What follows belongs to an exercise in optimizing a design on an open flow for a short achievable clock period and few clock cycles per item; a production flow would make more cautious choices.
Only simulation tests tie the RTL to the original design; equivalence was not proved.
No activity file was given, so power comes from the tool's default toggle rates.

==> run a <==
==> flow/design.v (excerpt) <==
module ansc (
    input  wire        clk,
    input  wire        rst,           
    input  wire        cmd_valid,
    input  wire [63:0] cmd_word,
    output wire        cmd_ready,
    input  wire [11:0] reg_addr,
    output reg  [31:0] reg_rdata,
    output wire        fb_en,
    output wire        fb_we,
    output wire [15:0] fb_addr,
    output wire [7:0]  fb_wdata,
    input  wire [7:0]  fb_rdata
);
clock: 8.0 ns
lec_check: 0
abc_clock_period_in_ps: 2000
cap_margin: 50
core_margin: 2
core_utilization: 40
setup_slack_margin: 3.5
slew_margin: 70
run.sh (not shown) runs the stock make flow with config.mk's settings and CLKGATE_MAP_FILE= SYNTH_SCRIPT=/design/flow/synth_recipe.tcl, a recipe that flattens the netlist after the stock synthesis.
==> inputs of run b, as changes to run a <==
--- a/flow/config.mk
+++ b/flow/config.mk
@@ -6,8 +6,8 @@
 export NUM_CORES = 4
 export LEC_CHECK = 0
 export ABC_CLOCK_PERIOD_IN_PS = 2000
-export CAP_MARGIN = 50
+export CAP_MARGIN = 20
 export CORE_MARGIN = 2
 export CORE_UTILIZATION = 40
 export SETUP_SLACK_MARGIN = 3.5
-export SLEW_MARGIN = 70
+export SLEW_MARGIN = 20
==> notes <==
- Run a passed the timing, design-rule and antenna checks. Run b ran to the end with no violations.
- Flip-flop and latch count is the same in run b and run a.
- Between run b and run a, the lower via count is in run b (gap 0.89%, measured against run a).
- Synthesized area is the same in run b and run a.
- Sequential share of layout area: run a is lower than run b (2.2 points).
- Design area: run b is smaller than run a (4.4%).
- In run b the count of clock-buffer cells in the layout is lower than in run a, by 7.
- Between run b and run a, the lower first-iteration DRC count is in run b (gap 1.2%, measured against run a).
- Of run a and run b, run a has the higher register-to-register slack (gap 0.15 ns).
==> figures <==
metric	run a	run b
Number of inserted filler cells in the final layout	14900	15400
Share of cells above drive strength 1	0.277	0.223
Run status	finished clean	finished clean
TritonCTS Buffers	174	172
Capture point of the critical path	reg_rdata[1]	reg_rdata[4]
Worst Min Path Start	s_txs[3][9]	s_txf[2][17]
Grt met3 use	0.0519	0.0477
Number of antenna violations at the first check in global routing	3	8
Via density per instance	6.09	6.14
Routed wire length on met3	21.6 mm	21.7 mm
Launch point of the worst path	reg_addr[3]	reg_addr[0]
Sequential portion of the cell area	0.490	0.512
Sequential group power	9.04 mW	9.05 mW
Clock slew at the register clock pins of the worst setup and hold paths	0.06 ns	0.05 ns
Half-perimeter wire length after detailed placement	155 mm	146 mm
Smallest hold slack	0.462 ns	0.460 ns
Switching pwr	4.22 mW	4.13 mW
Global Route met1 Usage	0.343	0.344
Testbench counts of run a, summed over its fixed seeds: cycles 44,229, cmds 4,000.
Testbench counts of run b, summed over its fixed seeds: cycles 44,229, cmds 4,000.

* * *

==> inputs of yarrow <==
ansc, a different RTL version from the one above (not shown whole).
clock: 8.0 ns
lec_check: 0
abc_clock_period_in_ps: 2000
cap_margin: 20
core_margin: 2
core_utilization: 40
setup_slack_margin: 3.5
slew_margin: 20
==> raven (differences from yarrow) <==
==> flow/config.mk (replaced) <==
export PLATFORM = sky130hd
export DESIGN_NAME = ansc
export DESIGN_NICKNAME = ansc
export VERILOG_FILES = /design/flow/design.v
export SDC_FILE = /design/flow/constraint.sdc
export NUM_CORES = 4
export LEC_CHECK = 0
export ABC_CLOCK_PERIOD_IN_PS = 2000
export CAP_MARGIN = 60
export CORE_MARGIN = 2
export CORE_UTILIZATION = 40
export SETUP_SLACK_MARGIN = 4.0
export SLEW_MARGIN = 80
==> sierra (differences from yarrow) <==
--- a/flow/design.v
+++ b/flow/design.v
@@ -248,20 +248,18 @@
         else if (op6 && !len_ge2)                    exec_code = C_MALFORMED;
         else if ((op4 && len_gt32) || (op6 && len_gt34))
                                                      exec_code = C_CAPACITY;
         else                                         exec_code = C_OK;
     end
     wire [3:0] ck_t1  = eac4(sum1, rotl(sum0));
     wire [7:0] ck_cmd = ck_byte(sum0, ck_t1, cmd_word[7:0]);
     wire [7:0] ck_mem = ck_byte(sum0, ck_t1, fb_rdata);
-    wire ser_we_a = op5 && z_55_32;                                   
-    wire ser_en_b = !op5 || (z_15_8 && z_7_0 && slot_lo && ser_fit[ws]);  
-    assign fb_en    = acc_en | (accept && ser_en_b);
-    assign fb_we    = busy ? acc_wr : ser_we_a;
+    assign fb_en    = acc_en | accept;
+    assign fb_we    = (acc_en && acc_wr) | (accept && ok_segser);
     assign fb_addr  = busy ? acc_addr : w_addr;
     assign fb_wdata = busy ? wdata_q : {s_syn[ws], s_seq[ws]};
     wire        rd_cmd   = (ok_ckbuf || ok_segnew || ok_segdes) && len_nz;
     wire        acc_busy = (ok_ckbuf && len_nz) || (ok_segnew && len_ge2) || ok_segdes ||
                            ok_segser;
     wire [5:0]  ser_plen = s_plen[ws];
     wire [15:0] k_inc   = inc16(k);
     wire        k_end   = end_late ? (k == end_n) : (k_inc == end_n);
@@ -412,36 +410,39 @@
                         end
                         if (ok_marktxc)
                             s_txc[i] <= 1'b1;
                     end
                 end
             end
         end
     end
-    wire [1:0] r_slot = reg_addr[4:3];
+    wire       rg_slot = (reg_addr[11:5] == 7'b0001000);    
+    wire       rg_glob = (reg_addr[11:3] == 9'd0);          
+    reg  [31:0] rd_or;
+    integer rs, rf;
     always @(*) begin
-        reg_rdata = 32'd0;
-        if (reg_addr[11:5] == 7'b0001000) begin        
-            case (reg_addr[2:0])
-                3'd0: reg_rdata = {s_valid[r_slot], 15'd0, s_syn[r_slot], s_seq[r_slot],
-                                   s_ack[r_slot], s_ackn[r_slot]};
-                3'd1: reg_rdata = {26'd0, s_plen[r_slot]};
-                3'd2: reg_rdata = {28'd0, s_txs_v[r_slot], s_txf_v[r_slot],
-                                   s_rxf_v[r_slot], s_txc[r_slot]};
-                3'd3: reg_rdata = s_rxf[r_slot];
-                3'd4: reg_rdata = s_txf[r_slot];
-                3'd5: reg_rdata = s_txs[r_slot];
-                default: reg_rdata = 32'd0;
-            endcase
-        end else begin
-            case (reg_addr)
-                12'h000: reg_rdata = {23'd0, status_err, status_code};
-                12'h001: reg_rdata = {24'd0, sum1, sum0};
-                12'h002: reg_rdata = {15'd0, reslen};
-                12'h003: reg_rdata = NSLOT;
-                12'h004: reg_rdata = MAX_PAYLOAD;
-                12'h005: reg_rdata = 32'h0001_0000;
-                default: reg_rdata = 32'd0;
-            endcase
+        rd_or = 32'd0;
+        for (rs = 0; rs < NSLOT; rs = rs + 1) begin
+            for (rf = 0; rf < 6; rf = rf + 1) begin
+                if (rg_slot && reg_addr[4:3] == rs && reg_addr[2:0] == rf) begin
+                    case (rf)
+                        0: rd_or = rd_or | {s_valid[rs], 15'd0, s_syn[rs], s_seq[rs],
+                                            s_ack[rs], s_ackn[rs]};
+                        1: rd_or = rd_or | {26'd0, s_plen[rs]};
+                        2: rd_or = rd_or | {28'd0, s_txs_v[rs], s_txf_v[rs],
+                                            s_rxf_v[rs], s_txc[rs]};
+                        3: rd_or = rd_or | s_rxf[rs];
+                        4: rd_or = rd_or | s_txf[rs];
+                        default: rd_or = rd_or | s_txs[rs];
+                    endcase
+                end
+            end
         end
+        if (rg_glob && reg_addr[2:0] == 3'd0) rd_or = rd_or | {23'd0, status_err, status_code};
+        if (rg_glob && reg_addr[2:0] == 3'd1) rd_or = rd_or | {24'd0, sum1, sum0};
+        if (rg_glob && reg_addr[2:0] == 3'd2) rd_or = rd_or | {15'd0, reslen};
+        if (rg_glob && reg_addr[2:0] == 3'd3) rd_or = rd_or | NSLOT;
+        if (rg_glob && reg_addr[2:0] == 3'd4) rd_or = rd_or | MAX_PAYLOAD;
+        if (rg_glob && reg_addr[2:0] == 3'd5) rd_or = rd_or | 32'h0001_0000;
+        reg_rdata = rd_or;
     end
 endmodule
==> notes <==
raven finished with timing, DRC and antenna clean. yarrow went through all stages and came out clean. sierra ran to the end with no violations.
Setup slack: sierra < raven < yarrow.
Wire length: yarrow < sierra < raven.
Via count: sierra is smaller than raven (about 9%).
The highest sequential share of layout area belongs to sierra, the lowest to raven.
Of raven and sierra, raven has the higher area after synthesis (gap 2.8%, measured against sierra).
Testbench counts of yarrow, summed over its fixed seeds: cycles 44,229, cmds 4,000.
Testbench counts of raven, summed over its fixed seeds: cycles 44,229, cmds 4,000.
Testbench counts of sierra, summed over its fixed seeds: cycles 44,229, cmds 4,000.

-- static timing again, ports no longer ideal --
The flow's constraints put no driver on any port. The routed layouts listed below were extracted and timed again, unchanged, in two steps.
Step 1 assumes that a clkbuf_16 drives the clock port and a buf_2 every other input.
Step 2 also shifts input and output timing later by t, the mid clock arrival at the registers, as if the neighbouring blocks saw the same clock.
Three values: no drivers, after step 1, after step 2; two values: the first two.
run | t (ns) | setup WS [ns] | hold slack, ns | clock arrival spread, ns | worst register clock-pin slew, ns
run a | 0.910 | 2.850 / 2.661 / 2.661 | 0.462 / 0.462 / 0.462 | 0.057 / 0.056 | 0.07 / 0.07
run b | 0.889 | 2.693 / 2.317 / 2.317 | 0.460 / 0.460 / 0.460 | 0.074 / 0.075 | 0.07 / 0.07
yarrow | 0.883 | 2.866 / 2.615 / 2.615 | 0.451 / 0.451 / 0.451 | 0.096 / 0.095 | 0.07 / 0.07
raven | 0.892 | 2.742 / 2.630 / 2.630 | 0.449 / 0.449 / 0.449 | 0.044 / 0.044 | 0.07 / 0.07
sierra | 0.900 | 2.530 / 2.499 / 2.430 | 0.456 / 0.456 / 0.456 | 0.086 / 0.086 | 0.07 / 0.07
After both steps setup and hold are still met in every run listed. For run b, which loses most, drivers alone change the setup slack by -0.376 ns; drivers and shift together by -0.376 ns.
